Context: an optimization exercise on an open-source flow, tuned for small area. The choices shown serve that exercise and are no tape-out recipe. The RTL was checked by simulation tests, not by an equivalence proof against the original design. No activity file was given, so power comes from the tool's default toggle rates.

==> flow/design.v <==
module pf_bus_codec (
    input  wire        clk,
    input  wire        rst,
    input  wire        breq_valid,
    input  wire [1:0]  breq_slot,
    output reg         tx_req_v,
    output wire [63:0] tx_req_data,
    input  wire        brx_valid,
    input  wire [10:0] brx_id,
    input  wire [3:0]  brx_len,
    input  wire        req_active,
    output wire        rx_pass
);
    localparam [10:0] RSP_ID = 11'h7E8;
    reg [1:0] tx_slot;
    always @(posedge clk) begin
        if (rst)
            tx_req_v <= 1'b0;
        else
            tx_req_v <= breq_valid;
        tx_slot <= breq_slot;
    end
    reg [63:0] tpl;
    always @(*) begin
        case (tx_slot)
            2'd0:    tpl = {8'h00, 8'h00, 8'h00, 8'h00, 8'h00, 8'h0C, 8'h01, 8'h02};
            2'd1:    tpl = {8'h00, 8'h00, 8'h00, 8'h00, 8'h5B, 8'h01, 8'h22, 8'h03};
            2'd2:    tpl = {8'h00, 8'h00, 8'h00, 8'h00, 8'h00, 8'hC3, 8'h21, 8'h02};
            default: tpl = 64'd0;
        endcase
    end
    assign tx_req_data = tpl;
    assign rx_pass = brx_valid && (brx_id == RSP_ID) && (brx_len == 4'd8) && req_active;
endmodule
module pf_decode_table (
    input  wire [1:0]  slot,
    input  wire [39:0] v,       
    output reg  [31:0] value
);
    wire [8:0] d2 = {1'b0, v[39:32]} - 9'd40;
    always @(*) begin
        if (slot[1])
            value = {{24{d2[8]}}, d2[7:0]};
        else if (slot[0])
            value = {{16{v[23]}}, v[23:16], v[31:24]};
        else
            value = {16'd0, v[7:0], v[15:8]};
    end
endmodule
module pf_reassembler (
    input  wire         clk,
    input  wire         rst,
    input  wire         ra_abort,
    input  wire         brx_valid,
    input  wire         rx_pass,
    input  wire [63:0]  brx_data,
    input  wire [1:0]   req_slot,
    output reg          rx_result_v,
    output wire [1:0]   rx_result,
    output reg          tx_fc_v,
    output reg          dec_valid,
    output wire [1:0]   dec_slot,
    output wire [3:0]   dec_vlen,
    output wire [103:0] dec_v,
    output wire [31:0]  dec_value
);
    reg        ra_open;      
    reg [1:0]  ra_slot;      
    reg        res_more;     
    reg        dec_cf;       
    reg [7:0]  vb [0:10];    
    wire [7:0] d [0:7];
    genvar g;
    generate
        for (g = 0; g < 8; g = g + 1) begin : g_bytes
            assign d[g] = brx_data[8*g+7:8*g];
        end
    endgenerate
    wire [3:0] pcn = d[0][7:4];
    wire [3:0] sn  = d[0][3:0];
    wire open_now = ra_open && !ra_abort;
    wire e3r = (req_slot == 2'd1);       
    wire e3c = ra_slot[0];               
    reg echo_sf, echo_ff;
    always @(*) begin
        case (req_slot)
            2'd0: begin
                echo_sf = (d[1] == 8'h41) && (d[2] == 8'h0C);
                echo_ff = (d[2] == 8'h41) && (d[3] == 8'h0C);
            end
            2'd1: begin
                echo_sf = (d[1] == 8'h62) && (d[2] == 8'h01) && (d[3] == 8'h5B);
                echo_ff = (d[2] == 8'h62) && (d[3] == 8'h01) && (d[4] == 8'h5B);
            end
            2'd2: begin
                echo_sf = (d[1] == 8'h61) && (d[2] == 8'hC3);
                echo_ff = (d[2] == 8'h61) && (d[3] == 8'hC3);
            end
            default: begin
                echo_sf = 1'b0;
                echo_ff = 1'b0;
            end
        endcase
    end
    wire is_ff   = rx_pass && (pcn == 4'h1);
    wire sf_done = rx_pass && (pcn == 4'h0) && echo_sf;
    wire ff_ok   = is_ff && echo_ff;
    wire cf_done = rx_pass && (pcn == 4'h2) && (sn == 4'd1) && open_now;
    wire done    = sf_done || cf_done;
    always @(posedge clk) begin
        if (rst) begin
            rx_result_v <= 1'b0;
            tx_fc_v     <= 1'b0;
            dec_valid   <= 1'b0;
            ra_open     <= 1'b0;
        end else begin
            rx_result_v <= brx_valid;
            tx_fc_v     <= is_ff;
            dec_valid   <= done;
            ra_open     <= ff_ok || (open_now && !done);
        end
        res_more <= ff_ok;
        dec_cf   <= !pcn[1] ? 1'b0 : 1'b1;
        if (ff_ok || sf_done)
            ra_slot <= req_slot;
    end
    integer i;
    always @(posedge clk) begin
        if (ff_ok || sf_done)
            for (i = 0; i < 3; i = i + 1)
                vb[i] <= pcn[0] ? (e3r ? d[5+i] : d[4+i])
                                : (e3r ? d[4+i] : d[3+i]);
        if (ff_ok || sf_done || (cf_done && e3c))
            vb[3] <= pcn[1] ? d[1] : ((pcn[0] || e3r) ? d[7] : d[6]);
        vb[4] <= pcn[1] ? (e3c ? d[2] : d[1]) : d[7];
        for (i = 5; i < 10; i = i + 1)
            vb[i] <= e3c ? d[i-2] : d[i-3];
        vb[10] <= d[7];
    end
    assign rx_result = {dec_valid, res_more};
    assign dec_slot  = ra_slot;
    assign dec_vlen  = {dec_cf, !dec_cf, dec_cf, !e3c};
    generate
        for (g = 0; g < 11; g = g + 1) begin : g_v
            assign dec_v[8*g+7:8*g] = vb[g];
        end
    endgenerate
    assign dec_v[103:88] = 16'd0;
    pf_decode_table u_val (
        .slot(ra_slot),
        .v({vb[4], vb[3], vb[2], vb[1], vb[0]}),
        .value(dec_value)
    );
endmodule
module pf_link_encode (
    input  wire         clk,
    input  wire         rst,
    input  wire         ltx_req,
    input  wire [79:0]  ltx_rec,
    input  wire [8:0]   tx_space,
    output reg          ltx_ack,
    output reg          ltx_sent,
    output wire [103:0] ltx_frame
);
    localparam [7:0] START   = 8'hAA;
    localparam [7:0] RECSIZE = 8'd10;
    reg [79:0] rec;
    always @(posedge clk) begin
        if (rst)
            ltx_ack <= 1'b0;
        else
            ltx_ack <= ltx_req;
        ltx_sent <= (tx_space >= 9'd13);
        rec      <= ltx_rec;
    end
    reg [7:0] chk;
    integer i;
    always @(*) begin
        chk = 8'h00;
        for (i = 0; i < 10; i = i + 1)
            chk = chk ^ rec[8*i +: 8];
    end
    assign ltx_frame = {chk, rec, RECSIZE, START};
endmodule
module pf_link_decode (
    input  wire        clk,
    input  wire        rst,
    input  wire        lrx_valid,
    input  wire [7:0]  lrx_byte,
    input  wire [31:0] now,
    output reg  [79:0] rec_data,
    output reg         rec_valid,
    output reg  [31:0] rec_ts,
    output reg         rec_pub,
    output wire        fresh
);
    localparam [1:0] S_START = 2'd0, S_LEN = 2'd1, S_PAYLOAD = 2'd2, S_CHK = 2'd3;
    localparam [7:0] START    = 8'hAA;
    localparam [7:0] RECSIZE  = 8'd10;
    localparam [31:0] STALE_MS = 32'd1000;
    reg [1:0]  lrx_state;
    reg [4:0]  lrx_left;     
    reg        lrx_is10;     
    reg [7:0]  lrx_x;        
    reg [79:0] lrx_sh;       
    wire len_ok = (lrx_byte[7:6] == 2'b00) &&
                  (lrx_byte[5] ? (lrx_byte[4:0] == 5'd0) : (lrx_byte[4:0] != 5'd0));
    wire publish = lrx_valid && (lrx_state == S_CHK) && lrx_is10 && (lrx_byte == lrx_x);
    always @(posedge clk) begin
        if (rst) begin
            lrx_state <= S_START;
            rec_valid <= 1'b0;
            rec_pub   <= 1'b0;
        end else begin
            rec_pub <= publish;
            if (publish)
                rec_valid <= 1'b1;
            if (lrx_valid) begin
                case (lrx_state)
                    S_START:   if (lrx_byte == START) lrx_state <= S_LEN;
                    S_LEN:     lrx_state <= len_ok ? S_PAYLOAD : S_START;
                    S_PAYLOAD: if (lrx_left == 5'd1) lrx_state <= S_CHK;
                    S_CHK:     lrx_state <= S_START;
                endcase
            end
        end
        if (lrx_valid) begin
            lrx_sh <= {lrx_byte, lrx_sh[79:8]};
            if (lrx_state == S_LEN) begin
                lrx_left <= lrx_byte[4:0];
                lrx_is10 <= (lrx_byte == RECSIZE);
                lrx_x    <= 8'h00;
            end else begin
                lrx_left <= lrx_left - 5'd1;
                lrx_x    <= lrx_x ^ lrx_byte;
            end
        end
        if (publish) begin
            rec_data <= lrx_sh;
            rec_ts   <= now;
        end
    end
    assign fresh = rec_valid && ((now - rec_ts) < STALE_MS);
endmodule
module priuscan_framer (
    input  wire         clk,
    input  wire         rst,
    input  wire [31:0]  now,
    input  wire         req_active,
    input  wire [1:0]   req_slot,
    input  wire         breq_valid,
    input  wire [1:0]   breq_slot,
    input  wire         ra_abort,
    input  wire         brx_valid,
    input  wire [10:0]  brx_id,
    input  wire [3:0]   brx_len,
    input  wire [63:0]  brx_data,
    input  wire         lrx_valid,
    input  wire [7:0]   lrx_byte,
    input  wire         ltx_req,
    input  wire [79:0]  ltx_rec,
    input  wire [8:0]   tx_space,
    output wire         tx_req_v,
    output wire [63:0]  tx_req_data,
    output wire         tx_fc_v,
    output wire         rx_result_v,
    output wire [1:0]   rx_result,
    output wire         dec_valid,
    output wire [1:0]   dec_slot,
    output wire [3:0]   dec_vlen,
    output wire [103:0] dec_v,
    output wire [31:0]  dec_value,
    output wire         ltx_ack,
    output wire         ltx_sent,
    output wire [103:0] ltx_frame,
    output wire [79:0]  rec_data,
    output wire         rec_valid,
    output wire [31:0]  rec_ts,
    output wire         rec_pub,
    output wire         fresh
);
    wire rx_pass;
    pf_bus_codec u_codec (
        .clk(clk), .rst(rst),
        .breq_valid(breq_valid), .breq_slot(breq_slot),
        .tx_req_v(tx_req_v), .tx_req_data(tx_req_data),
        .brx_valid(brx_valid), .brx_id(brx_id), .brx_len(brx_len),
        .req_active(req_active), .rx_pass(rx_pass)
    );
    pf_reassembler u_ra (
        .clk(clk), .rst(rst), .ra_abort(ra_abort),
        .brx_valid(brx_valid), .rx_pass(rx_pass), .brx_data(brx_data),
        .req_slot(req_slot),
        .rx_result_v(rx_result_v), .rx_result(rx_result), .tx_fc_v(tx_fc_v),
        .dec_valid(dec_valid), .dec_slot(dec_slot), .dec_vlen(dec_vlen),
        .dec_v(dec_v), .dec_value(dec_value)
    );
    pf_link_encode u_enc (
        .clk(clk), .rst(rst), .ltx_req(ltx_req), .ltx_rec(ltx_rec),
        .tx_space(tx_space), .ltx_ack(ltx_ack), .ltx_sent(ltx_sent),
        .ltx_frame(ltx_frame)
    );
    pf_link_decode u_dec (
        .clk(clk), .rst(rst), .lrx_valid(lrx_valid), .lrx_byte(lrx_byte),
        .now(now), .rec_data(rec_data), .rec_valid(rec_valid), .rec_ts(rec_ts),
        .rec_pub(rec_pub), .fresh(fresh)
    );
endmodule
==> flow/run.sh <==
#!/bin/bash
# synth_recipe.tcl (not shown) runs the flow's synth.tcl, then flattens the netlist and writes it again
# the make line also repeats each setting of config.mk as NAME=value (left out here)
make -C /OpenROAD-flow-scripts/flow DESIGN_CONFIG=/design/flow/config.mk WORK_HOME=/design/flow/orfs CLKGATE_MAP_FILE= SYNTH_SCRIPT=/design/flow/synth_recipe.tcl finish
==> flow/config.mk <==
export PLATFORM = sky130hd
export DESIGN_NAME = priuscan_framer
export DESIGN_NICKNAME = priuscan_framer
export VERILOG_FILES = /design/flow/design.v
export SDC_FILE = /design/flow/constraint.sdc
export NUM_CORES = 4
export LEC_CHECK = 0
export CAP_MARGIN = 20
export CORE_MARGIN = 2
export CORE_UTILIZATION = 40
export SLEW_MARGIN = 20
==> flow/constraint.sdc <==
create_clock -name core_clock -period 10.0 [get_ports {clk}]
set_input_delay 2.0000 -clock core_clock [delete_from_list [all_inputs] [get_ports {clk}]]
set_output_delay 2.0000 -clock core_clock [all_outputs]
set_load 0.01 [all_outputs]
==> impl_metrics.py, run 1 <==
metrics = {
    "run_status": {
        "outcome": "no timing/DRC/antenna violations",
    },
    "sta": {
        "rsz0062_at_grt": "false",
        "fin_skew_ps": 28.25,
        "layout_min_cycle_time_ps": 7721,
        "timing.hold.ws_ps": 416.3,
        "tns_ps": 0,
        "max_freq_ghz": 0.1295,
        "slew_viol_final": 0,
        "fin_crit_sh_pct": 77.21,
        "slew_headroom_pct": 29.33,
        "worst_pin_slew_ps": 1056,
        "hold_violations": 0,
        "finalSetupViolations": 0,
    },
    "placed_design": {
        "port_buffers": 572,
        "place_congestion": 0.8597,
        "dp_hpwl_um": 39840,
        "place_inst": 2276,
        "post_dp_cell_area_um2": 21990,
    },
    "setup_path": {
        "rr_startpoint": "u_dec.lrx_x[1]",
        "reg2reg_setup_slack_ps": 6890,
        "critPathTopFamily": "buffers and inverters",
        "slowest_stage": "clkdlybuf4s50_1",
        "cp-end-kind": "primary output",
        "r2r-end": "u_dec.rec_ts[7]",
        "r2r_cells": 6,
        "worstPathArrival_ps": 5720,
        "cpPeakStageDelay_ps": 670,
        "cp.required_ps": 8000,
        "crit_type": "input pin to primary output",
        "cp_cell_sequence": "clkdlybuf4s50_1 > ha_1 > and2_1 > nand2_1 > nand2_1 > a221o_1 > a21oi_2 > o21bai_2 > a21o_1 > a21oi_1 > mux2_4 > nor4_2 > clkdlybuf4s50_1",
        "startpoint_type": "input pin",
        "path_max_fanout": 9,
        "path_buf_inv": 2,
    },
    "synth": {
        "synthArstFlopShare_pct": 0,
        "netlist.area_leader.share_pct": 44.44,
        "synth_area_leader_cell": "edfxtp_1",
        "yosys.cell_types.count": 67,
        "ys_ff_latch": 391,
        "ys_seq_area_share_pct": 63.08,
        "syn_area_per_cell_um2": 13.08,
        "synth-main-ff-cell": "edfxtp_1",
        "syn_area_um2": 16220,
        "postSynthCellCount": 1240,
        "yosys_warnings": 6,
        "synth-edff-count": 240,
        "yosys-top-cells-area": "edfxtp_1, dfxtp_1, buf_4, mux2i_1, xnor2_1",
    },
    "clock_tree": {
        "clock_path_buffers": 3,
        "cts_setup_buffers": 0,
        "cts_tree": "built",
        "cts_max_level": 2,
        "cts_resized": 0,
        "insertion_delay_ps": 580,
        "root_buffer": "clkbuf_16",
        "cts.sinks": 391,
        "cts_hold_buf": 0,
        "path_clk_slew_ps": 60,
        "cts_inserted_buffers": 44,
    },
    "hold_path": {
        "worstHoldStart": "u_dec.lrx_sh[7]",
        "hp-class": "flop to flop",
        "hold_path_depth": 0,
        "min_to": "u_dec.rec_data[7]",
    },
    "detailed_routing": {
        "wl_per_cell_um": 21.40,
        "wl_um": 50510,
        "drc_errors": 0,
        "post_drt_via_cell_ratio": 4.747,
        "ant_nets": 0,
        "vias": 11200,
        "drt_first_pass_iters": 6,
        "wl_met2_um": 25220,
        "wl_met1_um": 19310,
        "wl_met3_um": 4376,
        "dr.max_layer_used": "met5",
        "drt_iter0_drc": 599,
    },
    "die": {
        "die_area_um2": 42170,
        "die_x_um": 205.4,
        "core_area_um2": 39910,
        "initial_utilization_pct": 40.63,
        "io_pins": 653,
        "std_cell_rows": 73,
        "die_y_um": 205.4,
    },
    "finish": {
        "final_cell_mix": "clkdlybuf4s50_1, edfxtp_1, dfxtp_1",
        "drive_above_1_share_pct": 7.537,
        "fill_cells": 3340,
        "nNetsFinal": 2055,
        "fin_cells": 2360,
        "final_util_pct": 58.68,
        "final_common_cell": "clkdlybuf4s50_1",
        "stdcell_area_um2": 23420,
        "area_delta_synth_final_pct": 44.44,
    },
    "grt": {
        "grt_pass1_wl_um": 71440,
        "grt_max_degree": 72,
        "overflow": 0,
        "grt_util_all_layers_pct": 23.19,
        "antenna_found_initial": 9,
        "grt_pass1_vias": 11190,
    },
    "power": {
        "powerDensity_nw_per_um2": 164.9,
        "leakagePower_nw": 8.777,
        "ir_worst_vdd_mv": 0.1133,
    },
    "flow_run": {
        "max_cap_viol_count": 0,
    },
}
## worst reg2reg max path, stage by stage, from the launching register on
cell and delay (ps):
edfxtp_1 370, xnor2_1 230, nand4_1 180, nor4_1 290, nand4_1 230, inv_4 560
buf_4 800
## worst max path at each step
stage | depth (start not counted) | slack (ps) | from | end
floorplan | 11 | 3640 | now[19] | fresh
global placement | 13 | 2280 | now[19] | fresh
detailed placement | 12 | 2260 | now[19] | fresh
CTS | 13 | 2250 | now[20] | fresh
global route | 13 | 1990 | now[13] | fresh
finish | 13 | 2280 | now[19] | fresh
## flip-flops by register name, summed over array words and instances (netlist names), 2 cells and up, named ones only
| register | count |
|---|---|
| u_dec.lrx_left | 5 |
| u_ra.vb | 88 |
| u_dec.lrx_x | 8 |
| u_enc.rec | 80 |
| u_ra.ra_slot | 2 |
| u_codec.tx_slot | 2 |
| u_dec.lrx_sh | 80 |
| u_dec.rec_data | 80 |
| u_dec.rec_ts | 32 |
## routing by layer
layer  vias up  GRT usage, %
met1      5267         26.99
met3        82         7.697
met4        10         8.659
met2       464         39.73
li1       5381             -
met5         -             0
## kinds of logic after synthesis
family / Yosys count / synth area share, %
and+or+nand+nor: 231 / 7.376
AOI/OAI and AO/OA: 162 / 6.327
adders and majority gates: 38 / 2.932
muxes: 116 / 7.515
xor gates and xnor gates: 103 / 5.563
other: 2 / 0.04631
buffers and inverters: 197 / 7.160
DFF: 391 / 63.08
## cell usage after synthesis (all sizes together) (4+ instances only)
cell type    n
a211oi      16
a21o         8
a21oi       55
a31oi        8
and3         5
buf        128
clkbuf      19
dfxtp      151
edfxtp     240
ha          38
inv         50
mux2        43
mux2i       73
nand2       67
nand2b       4
nand3       19
nand4       17
nand4b       4
nor2        55
nor2b       18
nor3         8
nor4        13
nor4b        6
o211ai       4
o21ai       45
xnor2       82
xor2        21
## stage by stage
stage / worst slack, ps / total power [W]
floorplan: 3643 / 0.002067
global placement: 2280 / 0.002313
detailed placement: 2258 / 0.002317
CTS: 2246 / 0.003909
global route: 1992 / 0.004008
finish: 2279 / 0.003863
## power by group
part | switching, W | internal (W)
clock | 0.000653 | 0.000928
combinational | 0.000220 | 0.000258
sequential | 0.0000290 | 0.00178
## layout make-up
class | instances | area [µm²] | area share [%]
antenna | 4 | 10.01 | 0.04273
timing repair buffer | 580 | 5783 | 24.69
clock buffer | 62 | 1250 | 5.336
sequential | 391 | 10230 | 43.67
clock inverter | 18 | 177.7 | 0.7585
multi-input combinational | 730 | 5126 | 21.88
tap | 525 | 656.9 | 2.804
inverter | 50 | 190.2 | 0.8119
==> inputs of run 2 (changes only) <==
--- a/flow/design.v
+++ b/flow/design.v
@@ -109,2 +109,5 @@
     wire done    = sf_done || cf_done;
+    wire s3 = !pcn[0] && !e3r;
+    wire s4 = pcn[0] != e3r;
+    wire s5 = pcn[0] && e3r;
     always @(posedge clk) begin
@@ -130,4 +133,3 @@
             for (i = 0; i < 3; i = i + 1)
-                vb[i] <= pcn[0] ? (e3r ? d[5+i] : d[4+i])
-                                : (e3r ? d[4+i] : d[3+i]);
+                vb[i] <= ({8{s3}} & d[3+i]) | ({8{s4}} & d[4+i]) | ({8{s5}} & d[5+i]);
         if (ff_ok || sf_done || (cf_done && e3c))
@@ -242,3 +244,8 @@
     end
-    assign fresh = rec_valid && ((now - rec_ts) < STALE_MS);
+    wire [10:0] lo_diff = {1'b0, now[9:0]} - {1'b0, rec_ts[9:0]};
+    wire [21:0] hi_a = now[31:10];
+    wire [21:0] hi_c = ~rec_ts[31:10];
+    wire [21:0] hi_x = hi_a ^ hi_c;
+    wire [21:0] hi_k = {hi_a[20:0] | hi_c[20:0], ~lo_diff[10]};
+    assign fresh = rec_valid && (hi_x == hi_k) && (lo_diff[9:0] < STALE_MS[9:0]);
 endmodule
--- a/flow/config.mk
+++ b/flow/config.mk
@@ -10,2 +10,5 @@
 export CORE_UTILIZATION = 40
+export CTS_BUF_LIST = sky130_fd_sc_hd__clkbuf_16
+export CTS_CLUSTER_DIAMETER = 80
+export CTS_CLUSTER_SIZE = 20
 export SLEW_MARGIN = 20
==> run 2 against run 1 <==
Effect of this change: still clean on timing, DRC and antenna; final area shrank 6.7%; count of clock-buffer cells in the layout decreased by 33; global-route usage increased by 0.24 points; critical endpoint unchanged.
==> impl_metrics.py, run 2 <==
metrics = {
    "run_status": {
        "outcome": "no timing/DRC/antenna violations",
    },
    "synth": {
        "yosys.cell_types.count": 57,
        "synth-main-ff-cell": "edfxtp_1",
        "synth_area_leader_cell": "edfxtp_1",
        "syn_area_um2": 15190,
        "postSynthCellCount": 1070,
        "syn_area_per_cell_um2": 14.19,
        "yosys_warnings": 6,
        "ys_seq_area_share_pct": 67.36,
        "netlist.area_leader.share_pct": 47.46,
        "yosys-top-cells-area": "edfxtp_1, dfxtp_1, buf_4, xnor2_1, ha_1",
        "synthArstFlopShare_pct": 0,
        "ys_ff_latch": 391,
        "yosys-top-cells-count": "edfxtp_1, dfxtp_1, buf_4, xnor2_1, inv_1",
        "synth-edff-count": 240,
        "yosysMostFrequentCell": "edfxtp_1",
    },
    "sta": {
        "fin_crit_sh_pct": 66.04,
        "tns_ps": 0,
        "max_freq_ghz": 0.1514,
        "hold_violations": 0,
        "fin_skew_ps": 22.59,
        "slew_headroom_pct": 32.32,
        "rsz0062_at_grt": "false",
        "layout_min_cycle_time_ps": 6604,
        "finalSetupViolations": 0,
        "slew_viol_final": 0,
        "worst_pin_slew_ps": 1015,
    },
    "clock_tree": {
        "insertion_delay_ps": 560,
        "cts_hold_buf": 0,
        "path_clk_slew_ps": 90,
        "cts_resized": 0,
        "root_buffer": "clkbuf_16",
        "cts_max_level": 1,
        "cts.sinks": 391,
        "clock_path_buffers": 3,
        "cts_tree": "built",
        "cts_inserted_buffers": 27,
        "cts_setup_buffers": 0,
    },
    "detailed_routing": {
        "drt_iter0_drc": 794,
        "vias": 10160,
        "drc_errors": 0,
        "ant_nets": 0,
        "wl_per_cell_um": 22.51,
        "drt_first_pass_iters": 8,
        "post_drt_via_cell_ratio": 4.726,
        "wl_um": 48400,
    },
    "finish": {
        "area_delta_synth_final_pct": 43.95,
        "drive_above_1_share_pct": 5.857,
        "final_common_cell": "clkdlybuf4s50_1",
        "final_util_pct": 58.31,
        "top_register": "u_ra.vb",
        "final_cell_mix": "clkdlybuf4s50_1, edfxtp_1, dfxtp_1",
        "largest_reg_flops": 88,
        "nNetsFinal": 1879,
        "n_antenna_cell": 0,
    },
    "flow_run": {
        "max_cap_viol_count": 0,
    },
    "die": {
        "die_y_um": 198.8,
        "die_x_um": 198.8,
        "io_pins": 653,
        "std_cell_rows": 71,
        "die_area_um2": 39540,
        "initial_utilization_pct": 40.51,
        "core_area_um2": 37490,
    },
    "power": {
        "powerDensity_nw_per_um2": 155.0,
        "ir_worst_vdd_mv": 0.1372,
        "leakagePower_nw": 8.226,
    },
    "setup_path": {
        "r2r_cells": 6,
        "rr_startpoint": "u_dec.lrx_x[3]",
        "crit_type": "input pin to primary output",
        "cp-end-kind": "primary output",
        "path_max_fanout": 4,
        "worstPathArrival_ps": 4600,
        "startpoint_type": "input pin",
        "cp.required_ps": 8000,
        "reg2reg_setup_slack_ps": 6850,
        "r2r-end": "u_dec.rec_data[47]",
    },
    "hold_path": {
        "hold_path_depth": 0,
        "min_to": "u_dec.rec_data[3]",
        "worstHoldStart": "u_dec.lrx_sh[3]",
        "hp-class": "flop to flop",
    },
    "placed_design": {
        "port_buffers": 572,
        "place_congestion": 0.8600,
        "dp_hpwl_um": 38300,
    },
    "grt": {
        "grt_util_all_layers_pct": 23.43,
        "antenna_found_initial": 3,
        "grt_max_degree": 69,
        "overflow": 0,
        "grt_pass1_wl_um": 67410,
        "grt_pass1_vias": 10110,
    },
}
[run 2: stage by stage]
stage / area (µm²) / setup WS (ps) / hold WS (ps) / total power, W / cells
finish: 21860 / 3396 / 418.0 / 0.003388 / 2150
global route: 21860 / 3243 / 426.3 / 0.003522 / 2150
CTS: 21860 / 3401 / 417.6 / 0.003428 / 2150
detailed placement: 20960 / 3414 / 405.2 / 0.002272 / 2102
global placement: 20960 / 3486 / 402.8 / 0.002268 / 2102
floorplan: 15480 / 4575 / 400.3 / 0.002034 / 1148
[run 2: critical path, stage by stage]
cell and delay [ps]:
clkdlybuf4s50_1 430, ha_1 310, nand2_1 50, o21ai_1 300, a311oi_1 160, o31ai_1 300
xor2_1 120, a311oi_1 300, clkdlybuf4s50_1 630
[run 2: worst max path at each step]
stage             from    end  slack (ps)  cells after the start
6_report        now[2]  fresh        3400                      9
5_1_grt        now[12]  fresh        3240                     10
4_1_cts         now[2]  fresh        3400                      9
3_5_place_dp    now[2]  fresh        3410                      9
3_3_place_gp    now[2]  fresh        3490                      9
2_1_floorplan   now[2]  fresh        4570                      7
[run 2: power by group]
group | leakage (nW) | internal [W] | total (W) | switching, W
logic | 4.25 | 0.000242 | 0.000432 | 0.000189
clock network | 0.481 | 0.000579 | 0.00116 | 0.000576
registers | 3.49 | 0.00177 | 0.00180 | 0.0000289
[run 2: logic make-up (layout without fill, tap and decap cells)]
| kind of cell | count (synthesis) | after routing | share of synthesized area [%] |
|---|---|---|---|
| other | 2 | 80 | 0.04945 |
| AOI/OAI and AO/OA | 98 | 98 | 4.499 |
| buffers and inverters | 210 | 701 | 8.050 |
| muxes | 70 | 70 | 4.952 |
| DFF | 391 | 391 | 67.36 |
| adders and majority gates | 39 | 39 | 3.213 |
| xor gates and xnor gates | 112 | 112 | 6.460 |
| and+or+nand+nor | 148 | 148 | 5.413 |
[run 2: layout make-up]
class | instances | area (µm²)
fill | 3119 | 15630
inverter | 73 | 276.5
tap | 511 | 639.4
multi-input combinational | 547 | 4030
timing repair buffer | 580 | 5783
clock inverter | 19 | 175.2
clock buffer | 29 | 725.7
sequential | 391 | 10230
[run 2: layer usage]
metal	share of wire (%)	vias to the layer above	track usage (%)
met5	0	-	0
met2	52	492	42.86
met3	9.0	50	6.918
li1	-	4727	-
met1	37	4891	27.19
met4	1.9	0	4.533
==> inputs of run 3 (changes only) <==
==> flow/flow/run.sh (new file) <==
#!/bin/bash
# The standard layout (the standard.sh: standard synthesis and the ORFS flow) with two
# layout choices changed:
# - the port buffers that global placement inserts on every input and output are made from
#   the smallest buffer cell (sky130_fd_sc_hd__buf_1) instead of the resizer's default pick;
# - clock tree synthesis uses clkbuf_8 leaf clusters of at most 16 sinks within 70 um and
#   inserts no dummy loads.
# All output of the run goes to standard_flow.log in the work folder; ORFS's per-step logs
# stay under orfs/logs/.
set -euo pipefail
cd "$(dirname "$0")/.."
CTS="-sink_clustering_enable -repair_clock_nets -buf_list sky130_fd_sc_hd__clkbuf_8"
CTS="$CTS -sink_clustering_size 16 -sink_clustering_max_diameter 70 -dont_use_dummy_load"
bash standard.sh \
  "BUFFER_PORTS_ARGS=-buffer_cell sky130_fd_sc_hd__buf_1" \
  "CTS_ARGS=$CTS" \
  finish > standard_flow.log 2>&1
==> flow/standard.sh (new file) <==
#!/bin/bash
# synth_recipe.tcl (not shown) runs the flow's synth.tcl, then flattens the netlist and writes it again
# the make line also repeats each setting of config.mk as NAME=value (left out here)
make -C /OpenROAD-flow-scripts/flow DESIGN_CONFIG=/design/flow/config.mk WORK_HOME=/design/flow/orfs CLKGATE_MAP_FILE= SYNTH_SCRIPT=/design/flow/synth_recipe.tcl "${@:-finish}"
--- a/flow/config.mk
+++ b/flow/config.mk
@@ -10,5 +10,2 @@
 export CORE_UTILIZATION = 40
-export CTS_BUF_LIST = sky130_fd_sc_hd__clkbuf_16
-export CTS_CLUSTER_DIAMETER = 80
-export CTS_CLUSTER_SIZE = 20
 export SLEW_MARGIN = 20
removed: flow/run.sh
==> run 3 against run 2 <==
Effect of this change: cell count fell by 0.51%; still clean on timing, DRC and antenna; critical path depth did not move; synthesized area did not move; count of clock-buffer cells in the layout rose by 5; critical endpoint unchanged; worst setup slack improved by 740 ps.
==> impl_metrics.py, run 3 <==
metrics = {
    "run_status": {
        "outcome": "no timing/DRC/antenna violations",
    },
    "detailed_routing": {
        "drc_errors": 0,
        "dr.max_layer_used": "met4",
        "drt_first_pass_iters": 9,
        "drt_iter0_drc": 763,
        "wl_met2_um": 21770,
        "ant_nets": 0,
        "vias": 10050,
        "wl_met1_um": 15720,
        "wl_met3_um": 4145,
        "wl_um": 43100,
        "post_drt_via_cell_ratio": 4.698,
        "wl_per_cell_um": 20.15,
    },
    "setup_path": {
        "crit_type": "input pin to primary output",
        "r2r_cells": 6,
        "reg2reg_setup_slack_ps": 6980,
        "startpoint_type": "input pin",
        "worstPathArrival_ps": 3860,
        "cp-end-kind": "primary output",
        "path_max_fanout": 4,
        "cp.required_ps": 8000,
        "rr_startpoint": "u_dec.lrx_x[4]",
        "r2r-end": "u_dec.rec_ts[11]",
    },
    "synth": {
        "ys_seq_area_share_pct": 67.36,
        "ys_ff_latch": 391,
        "postSynthCellCount": 1070,
        "yosys.cell_types.count": 57,
        "synthArstFlopShare_pct": 0,
        "yosys_warnings": 6,
        "syn_area_um2": 15190,
        "yosys-top-cells-area": "edfxtp_1, dfxtp_1, buf_4, xnor2_1, ha_1",
        "synth-main-ff-cell": "edfxtp_1",
        "synth-edff-count": 240,
        "syn_area_per_cell_um2": 14.19,
        "yosysMostFrequentCell": "edfxtp_1",
        "netlist.area_leader.share_pct": 47.46,
        "yosys-top-cells-count": "edfxtp_1, dfxtp_1, buf_4, xnor2_1, inv_1",
        "synth_area_leader_cell": "edfxtp_1",
    },
    "finish": {
        "largest_reg_flops": 88,
        "area_delta_synth_final_pct": 17.66,
        "final_common_cell": "buf_1",
        "fin_cells": 2139,
        "stdcell_area_um2": 17870,
        "final_cell_mix": "buf_1, edfxtp_1, dfxtp_1",
        "drive_above_1_share_pct": 5.720,
        "top_register": "u_ra.vb",
        "nNetsFinal": 1887,
    },
    "sta": {
        "rsz0062_at_grt": "false",
        "slew_headroom_pct": 34.18,
        "hold_violations": 0,
        "fin_skew_ps": 104.5,
        "fin_crit_sh_pct": 58.60,
        "tns_ps": 0,
        "max_freq_ghz": 0.1707,
        "worst_pin_slew_ps": 985.3,
        "finalSetupViolations": 0,
        "slew_viol_final": 0,
        "timing.hold.ws_ps": 406.1,
        "layout_min_cycle_time_ps": 5860,
    },
    "die": {
        "die_y_um": 198.8,
        "io_pins": 653,
        "die_x_um": 198.8,
        "std_cell_rows": 71,
        "die_area_um2": 39540,
        "initial_utilization_pct": 40.51,
        "core_area_um2": 37490,
    },
    "hold_path": {
        "hp-class": "flop to flop",
        "min_to": "u_dec.rec_data[70]",
        "hold_path_depth": 0,
        "worstHoldStart": "u_dec.lrx_sh[70]",
    },
    "clock_tree": {
        "cts.sinks": 391,
        "insertion_delay_ps": 600,
        "cts_hold_buf": 0,
        "cts_resized": 0,
        "path_clk_slew_ps": 90,
        "root_buffer": "clkbuf_8",
        "cts_max_level": 2,
        "cts_tree": "built",
        "cts_setup_buffers": 0,
        "clock_path_buffers": 3,
        "cts_inserted_buffers": 34,
    },
    "power": {
        "ir_worst_vdd_mv": 0.1271,
        "p_sw_w": 0.0007020,
        "powerDensity_nw_per_um2": 162.3,
        "leakagePower_nw": 6.446,
        "p_comb_share_pct": 10.5,
        "pwr-share-seq_pct": 62.2,
        "p_clk_share_pct": 27.3,
        "p_sw_share_pct": 24.21,
        "p_int_w": 0.002197,
    },
    "placed_design": {
        "place_congestion": 0.8549,
        "port_buffers": 572,
        "dp_hpwl_um": 33750,
        "post_dp_cell_area_um2": 17390,
        "place_inst": 2103,
    },
    "grt": {
        "grt_pass1_wl_um": 59250,
        "grt_max_degree": 70,
        "grt_pass1_vias": 9628,
        "grt_util_all_layers_pct": 20.47,
        "antenna_found_initial": 3,
        "overflow": 0,
    },
    "flow_run": {
        "max_cap_viol_count": 0,
    },
}
-- run 3: cell counts after synthesis --
Identical to the previous run, type by type.
-- run 3: kinds of logic after synthesis --
family                   share of synthesized area, %
AO/OA/AOI/OAI                                   4.499
XOR/XNOR                                        6.460
adder cells (fa/ha/maj)                         3.213
buffers and inverters                           8.050
flip-flops                                      67.36
multiplexers                                    4.952
other                                         0.04945
AND/OR/NAND/NOR                                 5.413
-- run 3: how the worst max path moves through the flow --
stage	startpoint	cells after the start	end	slack, ps
2_1_floorplan	now[2]	7	fresh	4570
3_3_place_gp	now[2]	9	fresh	4260
3_5_place_dp	now[2]	9	fresh	4150
4_1_cts	now[2]	9	fresh	4140
5_1_grt	now[2]	9	fresh	4040
6_report	now[2]	9	fresh	4140
-- run 3: layer usage --
metal	track usage (%)	up-vias
met5	0	-
met4	8.043	0
met2	35.73	480
met3	6.307	71
met1	23.42	4779
li1	-	4720
-- run 3: area by class of cell --
type / instances / area (µm²)
inverters: 73 / 276.5
repair buffers: 581 / 2218
clock buffers: 34 / 467.9
well taps: 511 / 639.4
multi-input cells: 547 / 4030
diodes: 2 / 5.005
flip-flops and latches: 391 / 10230
fillers: 3503 / 19620
-- run 3: power by group through the flow --
stage               registers (W)  logic (W)  clock network (W)
finish                    0.00180   0.000304           0.000792
global route              0.00181   0.000335           0.000880
CTS                       0.00180   0.000306           0.000827
detailed placement        0.00184   0.000304                  0
global placement          0.00184   0.000302                  0
floorplan                 0.00185   0.000185                  0
-- run 3: metrics by stage --
stage | setup WS (ps) | util, % | power [W]
floorplan | 4575 | - | 0.002034
global placement | 4262 | 46.40 | 0.002138
detailed placement | 4154 | 46.40 | 0.002143
CTS | 4143 | 47.65 | 0.002935
global route | 4042 | 47.65 | 0.003025
finish | 4140 | 47.66 | 0.002899
-- run 3: critical path, stage by stage --
cell and delay (ps):
buf_1 90, ha_1 300, nand2_1 50, o21ai_1 310
a311oi_1 150, o31ai_1 300, xor2_1 130, a311oi_1 300
buf_1 230
==> inputs of run 4 (changes only) <==
--- a/flow/design.v
+++ b/flow/design.v
@@ -198,3 +198,3 @@
 );
-    localparam [1:0] S_START = 2'd0, S_LEN = 2'd1, S_PAYLOAD = 2'd2, S_CHK = 2'd3;
+    localparam [1:0] S_START = 2'd0, S_LEN = 2'd3, S_PAYLOAD = 2'd1, S_CHK = 2'd2;
     localparam [7:0] START    = 8'hAA;
@@ -246,6 +246,6 @@
     wire [21:0] hi_a = now[31:10];
-    wire [21:0] hi_c = ~rec_ts[31:10];
-    wire [21:0] hi_x = hi_a ^ hi_c;
-    wire [21:0] hi_k = {hi_a[20:0] | hi_c[20:0], ~lo_diff[10]};
-    assign fresh = rec_valid && (hi_x == hi_k) && (lo_diff[9:0] < STALE_MS[9:0]);
+    wire [21:0] hi_t = rec_ts[31:10];
+    wire [21:0] hi_kn = {~hi_a[20:0] & hi_t[20:0], lo_diff[10]};
+    wire [21:0] hi_e = (hi_t ^ hi_kn) ^ hi_a;
+    assign fresh = rec_valid && (hi_e == 22'd0) && (lo_diff[9:0] < STALE_MS[9:0]);
 endmodule
--- a/flow/flow/run.sh
+++ b/flow/flow/run.sh
@@ -1,4 +1,7 @@
 #!/bin/bash
-# The standard layout (the standard.sh: standard synthesis and the ORFS flow) with two
-# layout choices changed:
+# The standard layout (the standard.sh: the standard flow's synthesis script and the ORFS flow) with
+# three choices changed:
+# - synthesis runs flow/synth.tcl, which is synth_recipe.tcl with ABC's technology mapping
+#   done by the area-oriented script flow/area.abc (registers are mapped before ABC and are
+#   unchanged);
 # - the port buffers that global placement inserts on every input and output are made from
@@ -14,2 +17,4 @@
 bash standard.sh \
+  "SYNTH_SCRIPT=$PWD/flow/synth.tcl" \
+  "AREA_ABC_SCRIPT=$PWD/flow/area.abc" \
   "BUFFER_PORTS_ARGS=-buffer_cell sky130_fd_sc_hd__buf_1" \
==> flow/flow/area.abc (new file) <==
&get -n
&st
&dc2
&dch -f
&nf -a
&put
strash
dch -f
map -a
topo
dnsize -c
==> flow/flow/synth.tcl (new file) <==
# The standard synthesis script (synth_recipe.tcl), unchanged except that the ABC
# technology-mapping step runs the area-oriented script in area.abc (AREA_ABC_SCRIPT)
# instead of ORFS's speed script. Registers are mapped by dfflibmap before ABC runs, so they
# are the same cells with the same names as in the standard synthesis.
proc synth {args} { yosys synth -nofsm -noshare {*}$args }
proc abc {args} {
  set i [lsearch -exact $args -script]
  if {$i >= 0 && [string match *abc_speed.script [lindex $args [expr {$i + 1}]]]} {
    lset args [expr {$i + 1}] $::env(AREA_ABC_SCRIPT)
  }
  yosys abc {*}$args
}
source $::env(SCRIPTS_DIR)/synth.tcl
# left out here: clear keep_hierarchy, flatten, clean up, hide names made inside functions, write 1_2_yosys.v
==> run 4 against run 3 <==
Effect of this change: still clean on timing, DRC and antenna; global-route usage is 1.3 points higher; final area decreased by 1.0%; combinational power decreased by 2%; sequential share of layout area is 0.60 points higher; first-iteration DRC count fell by 20%; maximum frequency fell by 2.3%; sequential power about the same; register-to-register slack improved by 190 ps; routed wire length is 5.3% higher; count of clock-buffer cells in the layout decreased by 3.
==> impl_metrics.py, run 4 <==
metrics = {
    "sta": {
        "worst_pin_slew_ps": 1094,
        "fin_skew_ps": 112.1,
        "slew_headroom_pct": 27.04,
        "setup_ws_ps": 4005,
        "finalSetupViolations": 0,
        "slew_viol_final": 0,
        "layout_min_cycle_time_ps": 5995,
        "rsz0062_at_grt": "false",
        "max_freq_ghz": 0.1668,
        "timing.hold.ws_ps": 400.7,
        "tns_ps": 0,
        "hold_violations": 0,
        "fin_crit_sh_pct": 59.95,
    },
    "synth": {
        "syn_area_um2": 14980,
        "synth_top_family_by_area": "simple AND/OR/NAND/NOR gates",
        "synth_adder_area_share_pct": 1.921,
        "yosys.cell_types.count": 36,
        "yosys-top-cells-area": "edfxtp_1, dfxtp_1, buf_4, xnor2_1, nand2_1",
        "synthSimpleGateAreaFrac_pct": 8.563,
        "syn_area_per_cell_um2": 12.18,
        "synth-edff-count": 240,
        "yosys-top-cells-count": "edfxtp_1, dfxtp_1, nand2_1, clkinv_1, buf_4",
        "synth_mux_area_share_pct": 0,
        "yosys_warnings": 6,
        "synth_area_leader_cell": "edfxtp_1",
        "synthXorXnorAreaFrac_pct": 5.322,
        "ys_seq_area_share_pct": 68.30,
        "synthArstFlopShare_pct": 0,
        "netlist.area_leader.share_pct": 48.12,
        "synth_compound_area_share_pct": 7.494,
        "postSynthCellCount": 1230,
        "ys_ff_latch": 391,
        "synth-main-ff-cell": "edfxtp_1",
        "yosysMostFrequentCell": "edfxtp_1",
    },
    "clock_tree": {
        "cts_max_level": 1,
        "cts_hold_buf": 0,
        "clock_path_buffers": 3,
        "path_clk_slew_ps": 90,
        "root_buffer": "clkbuf_8",
        "cts_resized": 0,
        "cts_tree": "built",
        "insertion_delay_ps": 630,
        "cts.sinks": 391,
        "cts_setup_buffers": 0,
        "cts_inserted_buffers": 31,
    },
    "grt": {
        "overflow": 0,
        "grt_pass1_wl_um": 62840,
        "antenna_found_initial": 2,
        "grt_util_all_layers_pct": 21.75,
        "grt_pass1_vias": 10080,
        "grt_max_degree": 74,
    },
    "hold_path": {
        "worstHoldStart": "u_dec.lrx_sh[70]",
        "min_to": "u_dec.lrx_sh[62]",
        "hp-class": "flop to flop",
        "hold_path_depth": 0,
    },
    "die": {
        "die_y_um": 197.5,
        "core_area_um2": 36790,
        "initial_utilization_pct": 40.71,
        "die_area_um2": 39010,
        "io_pins": 653,
        "die_x_um": 197.5,
        "std_cell_rows": 70,
    },
    "setup_path": {
        "rr_startpoint": "u_dec.lrx_x[7]",
        "worstPathArrival_ps": 3990,
        "cp.required_ps": 8000,
        "path_max_fanout": 3,
        "crit_type": "input pin to primary output",
        "r2r_cells": 5,
        "startpoint_type": "input pin",
        "crit_path_frequent_cell": "nor2_1",
        "slowest_stage": "or3_1",
        "r2r-end": "u_dec.rec_ts[20]",
        "path_buf_inv": 2,
        "cp_cell_sequence": "buf_1 > ha_1 > o21ai_0 > nand2_1 > a21oi_1 > nor2_1 > nor2_1 > nor2_1 > or3_1 > a31oi_1 > o21ai_0 > a21oi_1 > buf_1",
        "critPathTopFamily": "compound AO/OA/AOI/OAI gates",
        "cp-end-kind": "primary output",
        "reg2reg_setup_slack_ps": 7170,
        "cpPeakStageDelay_ps": 300,
    },
    "run_status": {
        "outcome": "no timing/DRC/antenna violations",
    },
    "finish": {
        "area_delta_synth_final_pct": 18.07,
        "drive_above_1_share_pct": 2.653,
        "nNetsFinal": 2054,
        "final_common_cell": "buf_1",
        "largest_reg_flops": 88,
        "fin_cells": 2278,
        "final_cell_mix": "buf_1, edfxtp_1, dfxtp_1",
        "top_register": "u_ra.vb",
        "stdcell_area_um2": 17680,
    },
    "placed_design": {
        "dp_hpwl_um": 35670,
        "dp_slack_ps": 3965,
        "place_inst": 2245,
        "port_buffers": 572,
        "post_dp_cell_area_um2": 17250,
        "place_congestion": 0.8789,
    },
    "power": {
        "powerDensity_nw_per_um2": 161.4,
        "p_sw_w": 0.0007003,
        "leakagePower_nw": 6.194,
        "p_int_w": 0.002154,
        "pwr-share-seq_pct": 63.2,
        "p_comb_share_pct": 10.5,
        "p_clk_share_pct": 26.3,
        "p_sw_share_pct": 24.54,
        "ir_worst_vdd_mv": 0.09877,
    },
    "detailed_routing": {
        "post_drt_via_cell_ratio": 4.733,
        "wl_um": 45400,
        "ant_nets": 0,
        "drt_iter0_drc": 610,
        "drt_first_pass_iters": 5,
        "wl_per_cell_um": 19.93,
        "vias": 10780,
        "drc_errors": 0,
    },
    "flow_run": {
        "max_cap_viol_count": 0,
    },
}
==> run 4: cell count changes in the layout (fill, tap and decap cells not counted), moves of 41 or more <==
cell | previous run | this run
nand2_1 | 30 | 147
clkinv_1 | 0 | 113
inv_1 | 72 | 0
nor2_1 | 34 | 98
o21ai_0 | 26 | 83
mux2_2 | 41 | 0
==> run 4: stage by stage <==
stage / total power, W / utilization [%]
3_5_place_dp: 0.002142 / 46.88
6_report: 0.002854 / 48.07
5_1_grt: 0.002973 / 48.07
2_1_floorplan: 0.002025 / -
3_3_place_gp: 0.002135 / 46.88
4_1_cts: 0.002890 / 48.04
==> run 4: how the worst max path moves through the flow <==
stage | slack (ps) | endpoint | from | cells after the start
finish | 4010 | fresh | now[1] | 13
floorplan | 2780 | u_dec.rec_data[0] | lrx_byte[7] | 3
global route | 3740 | fresh | now[1] | 15
CTS | 3960 | fresh | now[1] | 15
global placement | 3980 | fresh | now[1] | 15
detailed placement | 3960 | fresh | now[1] | 15
==> run 4: layout make-up <==
class	count	area (µm²)
Fill cell	3506	19100
Sequential cell	391	10230
Multi-Input combinational cell	694	3804
Timing Repair Buffer	580	2211
Tap cell	468	585.6
Clock buffer	31	426.7
Inverter	113	424.2
Antenna cell	1	2.502
==> run 4: cells by family after synthesis <==
family	count (synthesis)
flip-flops	391
AND/OR/NAND/NOR	308
other	2
AO/OA/AOI/OAI	192
XOR/XNOR	91
buffers and inverters	223
adder cells (fa/ha/maj)	23
==> run 4: metal layers <==
layer  vias up  GRT usage (%)  part of all wire (%)
met1      5056          24.04                    36
met3        59          5.788                   8.9
met4         2          5.987                   2.7
met5         -              0                 0.029
li1       5172              -                     -
met2       492          40.88                    53
==> run 4: power by group through the flow <==
stage	logic [W]	registers, W	clock network, W
after detailed placement	0.000301	0.00184	0
after floorplan	0.000179	0.00185	0
after global routing	0.000331	0.00181	0.000831
after global placement	0.000297	0.00184	0
after CTS	0.000301	0.00180	0.000784
final	0.000299	0.00180	0.000750
==> inputs of run 5 (changes only) <==
--- a/flow/flow/run.sh
+++ b/flow/flow/run.sh
@@ -4,3 +4,4 @@
 # - synthesis runs flow/synth.tcl, which is synth_recipe.tcl with ABC's technology mapping
-#   done by the area-oriented script flow/area.abc (registers are mapped before ABC and are
+#   done by the area-oriented script flow/area.abc (deepsyn AIG search, then area-mode
+#   mapping; registers are mapped before ABC and are
 #   unchanged);
==> flow/flow/area.abc (replaced) <==
&get -n
&st
&deepsyn -T 60
&dch -f
&nf -a -R 1000
&put
topo
dnsize -c
==> run 5 against run 4 <==
Effect of this change: register-to-register slack got worse by 80 ps; critical path type unchanged; first-iteration DRC count decreased by 0.49%; critical path depth decreased by 3; largest cell class unchanged.
==> impl_metrics.py, run 5 <==
metrics = {
    "clock_tree": {
        "cts_hold_buf": 0,
        "clock_path_buffers": 3,
        "cts_tree": "built",
        "cts_inserted_buffers": 34,
        "cts_setup_buffers": 0,
        "path_clk_slew_ps": 90,
        "cts.sinks": 391,
        "insertion_delay_ps": 590,
        "cts_max_level": 2,
        "cts_resized": 0,
        "root_buffer": "clkbuf_8",
    },
    "setup_path": {
        "r2r-end": "u_dec.rec_data[39]",
        "crit_type": "input pin to primary output",
        "worstSetupEndpoint": "fresh",
        "path_max_fanout": 3,
        "cp.required_ps": 8000,
        "worstPathArrival_ps": 4200,
        "startpoint_type": "input pin",
        "cp-end-kind": "primary output",
        "r2r_cells": 6,
        "rr_startpoint": "u_dec.lrx_x[6]",
        "reg2reg_setup_slack_ps": 7090,
        "crit_start": "now[22]",
    },
    "synth": {
        "yosys-top-cells-area": "edfxtp_1, dfxtp_1, buf_4, xnor2_1, mux2_1",
        "synth_area_leader_cell": "edfxtp_1",
        "synth-main-ff-cell": "edfxtp_1",
        "ys_ff_latch": 391,
        "netlist.area_leader.share_pct": 48.74,
        "synth-edff-count": 240,
        "synthArstFlopShare_pct": 0,
        "yosys-top-cells-count": "edfxtp_1, dfxtp_1, buf_4, xnor2_1, clkinv_1",
        "yosys.cell_types.count": 53,
        "ys_seq_area_share_pct": 69.18,
        "syn_area_um2": 14790,
        "postSynthCellCount": 1024,
        "syn_area_per_cell_um2": 14.44,
        "yosys_warnings": 6,
        "yosysMostFrequentCell": "edfxtp_1",
    },
    "sta": {
        "fin_crit_sh_pct": 62.00,
        "hold_violations": 0,
        "rsz0062_at_grt": "false",
        "fin_skew_ps": 80.32,
        "timing.hold.ws_ps": 423.3,
        "finalSetupViolations": 0,
        "worst_pin_slew_ps": 1034,
        "slew_headroom_pct": 31.08,
        "slew_viol_final": 0,
        "tns_ps": 0,
        "max_freq_ghz": 0.1613,
        "layout_min_cycle_time_ps": 6200,
    },
    "detailed_routing": {
        "drt_first_pass_iters": 8,
        "post_drt_via_cell_ratio": 4.833,
        "drt_iter0_drc": 607,
        "vias": 10020,
        "ant_nets": 0,
        "wl_per_cell_um": 21.20,
        "drc_errors": 0,
        "wl_um": 43960,
    },
    "power": {
        "p_int_w": 0.002198,
        "total_power_w": 0.002914,
        "leakagePower_nw": 5.995,
        "p_sw_share_pct": 24.58,
        "p_comb_share_pct": 10.5,
        "powerDensity_nw_per_um2": 166.4,
        "ir_worst_vdd_mv": 0.1337,
        "p_clk_share_pct": 27.5,
        "pwr-share-seq_pct": 62.0,
        "p_sw_w": 0.0007162,
    },
    "die": {
        "core_area_um2": 36520,
        "io_pins": 653,
        "die_area_um2": 38520,
        "die_y_um": 196.3,
        "std_cell_rows": 70,
        "die_x_um": 196.3,
        "initial_utilization_pct": 40.49,
    },
    "finish": {
        "largest_reg_flops": 88,
        "nNetsFinal": 1849,
        "final_util_pct": 47.94,
        "fin_cells": 2073,
        "final_common_cell": "buf_1",
        "drive_above_1_share_pct": 2.618,
        "top_register": "u_ra.vb",
        "area_delta_synth_final_pct": 18.40,
        "final_cell_mix": "buf_1, edfxtp_1, dfxtp_1",
        "fill_cells": 3384,
    },
    "grt": {
        "grt_busiest_layer": "met2",
        "grtUsageMet3_pct": 7.237,
        "grt_util_all_layers_pct": 21.70,
        "antenna_found_initial": 4,
        "overflow": 0,
        "grt_pass1_vias": 9775,
        "grt_max_degree": 81,
        "grt_pass1_wl_um": 61230,
        "grt_util_met1_pct": 23.45,
        "grt_use_met2_pct": 38.84,
    },
    "placed_design": {
        "place_inst": 2038,
        "port_buffers": 572,
        "place_congestion": 0.8502,
        "dp_hpwl_um": 34220,
    },
    "hold_path": {
        "hp-class": "flop to flop",
    },
    "flow_run": {
        "max_cap_viol_count": 0,
    },
    "run_status": {
        "outcome": "no timing/DRC/antenna violations",
    },
}
## run 5: area by class of cell
type / instances / area [µm²] / area share (%)
antenna: 1 / 2.502 / 0.01429
multi-input combinational: 540 / 3796 / 21.68
sequential: 391 / 10230 / 58.42
inverter: 61 / 231.5 / 1.322
clock buffer: 34 / 467.9 / 2.673
tap: 468 / 585.6 / 3.344
timing repair buffer: 578 / 2196 / 12.54
## run 5: metrics by stage
step / instance area (µm²) / setup slack [ps]
global placement: 17040 / 3775
detailed placement: 17040 / 3723
finish: 17510 / 3800
CTS: 17510 / 3717
floorplan: 15080 / 4364
global route: 17510 / 3389
## run 5: critical path, cell delays in order
cell and delay, ps:
buf_1 150, xnor2_1 140, o22ai_1 100, a311oi_1 210, nor4b_1 270, nand4_1 140, nor4b_1 460, o41ai_1 150
a311oi_1 280, buf_1 290
## run 5: cells by family (layout without fill, tap and decap cells)
family | after synthesis | after routing | share of synthesized area (%)
AOI/OAI and AO/OA | 130 | 130 | 6.304
xor gates and xnor gates | 101 | 101 | 5.982
buffers and inverters | 171 | 673 | 7.133
other | 2 | 81 | 0.05078
DFF | 391 | 391 | 69.18
muxes | 49 | 49 | 3.664
and+or+nand+nor | 157 | 157 | 5.745
adders and majority gates | 23 | 23 | 1.946
## run 5: worst min-delay path by stage
stage | cells after the start | to | from
final | 0 | u_dec.rec_data[59] | u_dec.lrx_sh[59]
after global routing | 0 | u_dec.lrx_sh[52] | u_dec.lrx_sh[60]
after CTS | 0 | u_dec.rec_data[59] | u_dec.lrx_sh[59]
after floorplan | 0 | u_dec.rec_data[0] | u_dec.lrx_sh[0]
after detailed placement | 0 | u_dec.rec_data[2] | u_dec.lrx_sh[2]
after global placement | 0 | u_dec.rec_data[5] | u_dec.lrx_sh[5]
## run 5: per-layer routing
layer / vias to the layer above / wire length (µm)
li1: 4667 / -
met1: 4768 / 15660
met2: 492 / 22830
met3: 88 / 3697
met4: 4 / 1732
met5: - / 32
## run 5: power groups by stage
stage | registers, W | logic [W] | clock network (W)
5_1_grt | 0.00181 | 0.000337 | 0.000884
6_report | 0.00181 | 0.000307 | 0.000801
3_3_place_gp | 0.00184 | 0.000304 | 0
3_5_place_dp | 0.00184 | 0.000307 | 0
2_1_floorplan | 0.00185 | 0.000184 | 0
4_1_cts | 0.00181 | 0.000308 | 0.000838
==> inputs of run 6 (changes only) <==
--- a/flow/flow/run.sh
+++ b/flow/flow/run.sh
@@ -5,4 +5,4 @@
 #   done by the area-oriented script flow/area.abc (deepsyn AIG search, then area-mode
-#   mapping; registers are mapped before ABC and are
-#   unchanged);
+#   mapping) and without ORFS's half/full-adder pre-mapping; registers are mapped before
+#   both and are unchanged;
 # - the port buffers that global placement inserts on every input and output are made from
==> flow/flow/synth.tcl (replaced) <==
# The standard synthesis script (synth_recipe.tcl), unchanged except that
# - the ABC technology-mapping step runs the area-oriented script in area.abc
#   (AREA_ABC_SCRIPT) instead of ORFS's speed script, and
# - adders are not pre-mapped to half/full-adder cells (ADDER_MAP_FILE cleared), so ABC maps
#   that logic together with the rest.
# Registers are named and mapped by dfflibmap before either step, so they are the same cells
# with the same names as in the standard synthesis.
proc synth {args} { yosys synth -nofsm -noshare {*}$args }
proc abc {args} {
  set i [lsearch -exact $args -script]
  if {$i >= 0 && [string match *abc_speed.script [lindex $args [expr {$i + 1}]]]} {
    lset args [expr {$i + 1}] $::env(AREA_ABC_SCRIPT)
  }
  yosys abc {*}$args
}
set ::env(ADDER_MAP_FILE) ""
source $::env(SCRIPTS_DIR)/synth.tcl
# left out here: clear keep_hierarchy, flatten, clean up, hide names made inside functions, write 1_2_yosys.v
==> run 6 against run 5 <==
Effect of this change: cell count stayed put; critical endpoint unchanged; critical path depth is 2 higher; largest power group unchanged; via count rose by 1.1%; combinational power fell by 6%; maximum frequency is 2.1% lower; count of clock-buffer cells in the layout decreased by 3; die area is 1.4% lower.
==> impl_metrics.py, run 6 <==
metrics = {
    "setup_path": {
        "r2r_cells": 6,
        "cp_cell_sequence": "buf_1 > nand2b_1 > maj3_1 > maj3_1 > nor2_1 > nor3_1 > o31ai_1 > nand3b_1 > a32o_1 > a21oi_1 > o21a_1 > buf_1",
        "critPathTopFamily": "compound AO/OA/AOI/OAI gates",
        "cp.required_ps": 8000,
        "reg2reg_setup_slack_ps": 7050,
        "path_buf_inv": 2,
        "r2r-end": "u_dec.rec_data[7]",
        "startpoint_type": "input pin",
        "slowest_stage": "maj3_1",
        "crit_type": "input pin to primary output",
        "path_max_fanout": 2,
        "cpPeakStageDelay_ps": 390,
        "cp-end-kind": "primary output",
        "rr_startpoint": "u_dec.lrx_x[6]",
        "worstPathArrival_ps": 4330,
    },
    "die": {
        "initial_utilization_pct": 40.79,
        "die_area_um2": 37990,
        "io_pins": 653,
        "core_area_um2": 35740,
        "die_x_um": 194.9,
        "die_y_um": 194.9,
        "std_cell_rows": 69,
    },
    "finish": {
        "final_cell_mix": "buf_1, edfxtp_1, dfxtp_1",
        "n_antenna_cell": 0,
        "nNetsFinal": 1834,
        "final_common_cell": "buf_1",
        "top_register": "u_ra.vb",
        "drive_above_1_share_pct": 2.667,
        "largest_reg_flops": 88,
        "area_delta_synth_final_pct": 18.50,
    },
    "hold_path": {
        "worstHoldStart": "u_dec.lrx_sh[5]",
        "min_to": "u_dec.rec_data[5]",
        "hold_path_depth": 0,
        "hp-class": "flop to flop",
    },
    "synth": {
        "synth_area_leader_cell": "edfxtp_1",
        "synthXorXnorAreaFrac_pct": 6.068,
        "synthArstFlopShare_pct": 0,
        "synth_adder_area_share_pct": 0.1373,
        "synth-main-ff-cell": "edfxtp_1",
        "ys_ff_latch": 391,
        "synthSimpleGateAreaFrac_pct": 7.836,
        "netlist.area_leader.share_pct": 49.44,
        "postSynthCellCount": 1032,
        "yosys-top-cells-area": "edfxtp_1, dfxtp_1, buf_4, xnor2_1, mux2_1",
        "synth_top_family_by_area": "simple AND/OR/NAND/NOR gates",
        "syn_area_per_cell_um2": 14.13,
        "ys_seq_area_share_pct": 70.17,
        "synth_mux_area_share_pct": 3.631,
        "syn_area_um2": 14580,
        "synth-edff-count": 240,
        "yosysMostFrequentCell": "edfxtp_1",
        "synth_compound_area_share_pct": 5.819,
        "yosys-top-cells-count": "edfxtp_1, dfxtp_1, buf_4, xnor2_1, nand2_1",
        "yosys_warnings": 6,
        "yosys.cell_types.count": 54,
    },
    "grt": {
        "grt_pass1_vias": 9940,
        "grt_util_all_layers_pct": 22.96,
        "grt_max_degree": 69,
        "grt_pass1_wl_um": 64890,
        "overflow": 0,
        "antenna_found_initial": 1,
    },
    "clock_tree": {
        "cts_resized": 0,
        "cts_max_level": 1,
        "cts.sinks": 391,
        "clock_path_buffers": 3,
        "cts_setup_buffers": 0,
        "insertion_delay_ps": 620,
        "cts_hold_buf": 0,
        "root_buffer": "clkbuf_8",
        "cts_inserted_buffers": 31,
        "path_clk_slew_ps": 80,
        "cts_tree": "built",
    },
    "sta": {
        "fin_crit_sh_pct": 63.35,
        "rsz0062_at_grt": "false",
        "max_freq_ghz": 0.1579,
        "slew_viol_final": 0,
        "tns_ps": 0,
        "finalSetupViolations": 0,
        "hold_violations": 0,
        "worst_pin_slew_ps": 1008,
        "slew_headroom_pct": 32.52,
        "layout_min_cycle_time_ps": 6335,
        "fin_skew_ps": 37.80,
    },
    "placed_design": {
        "port_buffers": 572,
        "place_congestion": 0.9207,
        "dp_hpwl_um": 36250,
    },
    "detailed_routing": {
        "drt_iter0_drc": 623,
        "vias": 10130,
        "ant_nets": 0,
        "post_drt_via_cell_ratio": 4.886,
        "wl_per_cell_um": 22.05,
        "drt_first_pass_iters": 5,
        "wl_um": 45720,
        "drc_errors": 0,
    },
    "power": {
        "powerDensity_nw_per_um2": 165.3,
        "leakagePower_nw": 5.924,
        "total_power_w": 0.002855,
        "ir_worst_vdd_mv": 0.1117,
    },
    "run_status": {
        "outcome": "no timing/DRC/antenna violations",
    },
    "flow_run": {
        "max_cap_viol_count": 0,
    },
}
[run 6: changes by cell type after synthesis, moves of 5 or more]
cell / previous run / this run
a21oi_1: 29 / 13
a222oi_1: 24 / 4
a22oi_1: 1 / 18
clkinv_1: 61 / 24
ha_1: 23 / 0
nand2_1: 22 / 64
nor2_1: 40 / 61
nor2b_1: 20 / 25
o21ai_0: 23 / 32
o22ai_1: 10 / 16
xnor2_1: 76 / 70
xor2_1: 25 / 31
[run 6: worst max path at each step]
stage	from	to	depth (start not counted)
CTS	now[0]	fresh	12
floorplan	now[0]	fresh	10
finish	now[0]	fresh	12
global route	now[11]	fresh	9
global placement	now[0]	fresh	12
detailed placement	now[0]	fresh	12
[run 6: final cells by class]
| cell class | instances | area (µm²) |
|---|---|---|
| clock buffers | 31 | 426.7 |
| repair buffers | 581 | 2218 |
| fillers | 3268 | 18470 |
| multi-input cells | 585 | 3730 |
| inverters | 24 | 92.59 |
| well taps | 461 | 576.8 |
| flip-flops and latches | 391 | 10230 |
[run 6: cell families after synthesis]
family / count (synthesis)
adders and majority gates: 2
xor gates and xnor gates: 101
other: 2
and+or+nand+nor: 229
AOI/OAI and AO/OA: 125
buffers and inverters: 134
muxes: 48
DFF: 391
[run 6: metrics by stage]
step | hold slack (ps) | cells | instance area [µm²] | setup WS (ps) | utilization [%]
after floorplan | 400.3 | 1110 | 14870 | 4141 | -
after global placement | 401.2 | 2042 | 16850 | 3725 | 47.14
after detailed placement | 404.5 | 2042 | 16850 | 3705 | 47.14
after CTS | 421.6 | 2073 | 17270 | 3698 | 48.33
after global routing | 429.4 | 2073 | 17270 | 3521 | 48.33
final | 421.1 | 2073 | 17270 | 3665 | 48.33
[run 6: layer usage]
metal  up-vias  wire length [µm]  GRT usage (%)
met3        69              3752          5.744
met1      4866             16530          26.10
met5         -                13              0
met4         2              1247          6.022
met2       530             24170          42.75
li1       4661                 -              -
[run 6: report_power, final]
group / internal, W / switching (W)
combinational: 0.000109 / 0.000182
sequential: 0.00177 / 0.0000320
clock: 0.000276 / 0.000486
total: 0.00216 / 0.000700
[run 6: worst register-to-register path, stage by stage (launching register included)]
cell	delay [ps]
edfxtp_1	400
xnor2_1	240
nand4_1	140
nor3_1	160
nand4_1	260
inv_4	520
buf_4	820

## static timing again, ports no longer ideal
The results above use ideal ports. As a check the final layouts listed here were re-extracted and re-timed, cells and wires unchanged.
Step 1: set_driving_cell puts a clkbuf_16 on clk and a buf_2 on each other input, an assumption about the parent block.
Step 2 adds t to the input delays and takes it off the output delays; t is the mean of the earliest and latest rising clock arrival at the registers after step 1. Input paths then give back, and output paths get back, about the clock's delay inside the block.
Slacks: ideal / step 1 / step 2; pairs: ideal / step 1.
run | t (ns) | setup WS [ns] | worst hold slack (ns) | clock arrival spread, ns | cell pins on the clock port's net
run 1 | 0.615 | 2.279 / 2.229 / 2.229 | 0.416 / 0.416 / 0.416 | 0.031 / 0.031 | 1
run 2 | 0.605 | 3.396 / 3.370 / 3.370 | 0.418 / 0.418 / 0.418 | 0.030 / 0.030 | 1
run 3 | 0.592 | 4.140 / 4.116 / 4.116 | 0.406 / 0.406 / 0.406 | 0.105 / 0.105 | 1
run 4 | 0.624 | 4.005 / 3.983 / 3.983 | 0.401 / 0.401 / 0.401 | 0.112 / 0.112 | 1
run 5 | 0.606 | 3.800 / 3.691 / 3.691 | 0.423 / 0.423 / 0.423 | 0.105 / 0.104 | 1
run 6 | 0.659 | 3.665 / 3.644 / 3.644 | 0.421 / 0.421 / 0.421 | 0.052 / 0.053 | 1
After both steps every run listed still meets setup and hold. The setup slack of run 5, which loses most, moves by -0.109 ns with the drivers and by -0.109 ns with both steps.
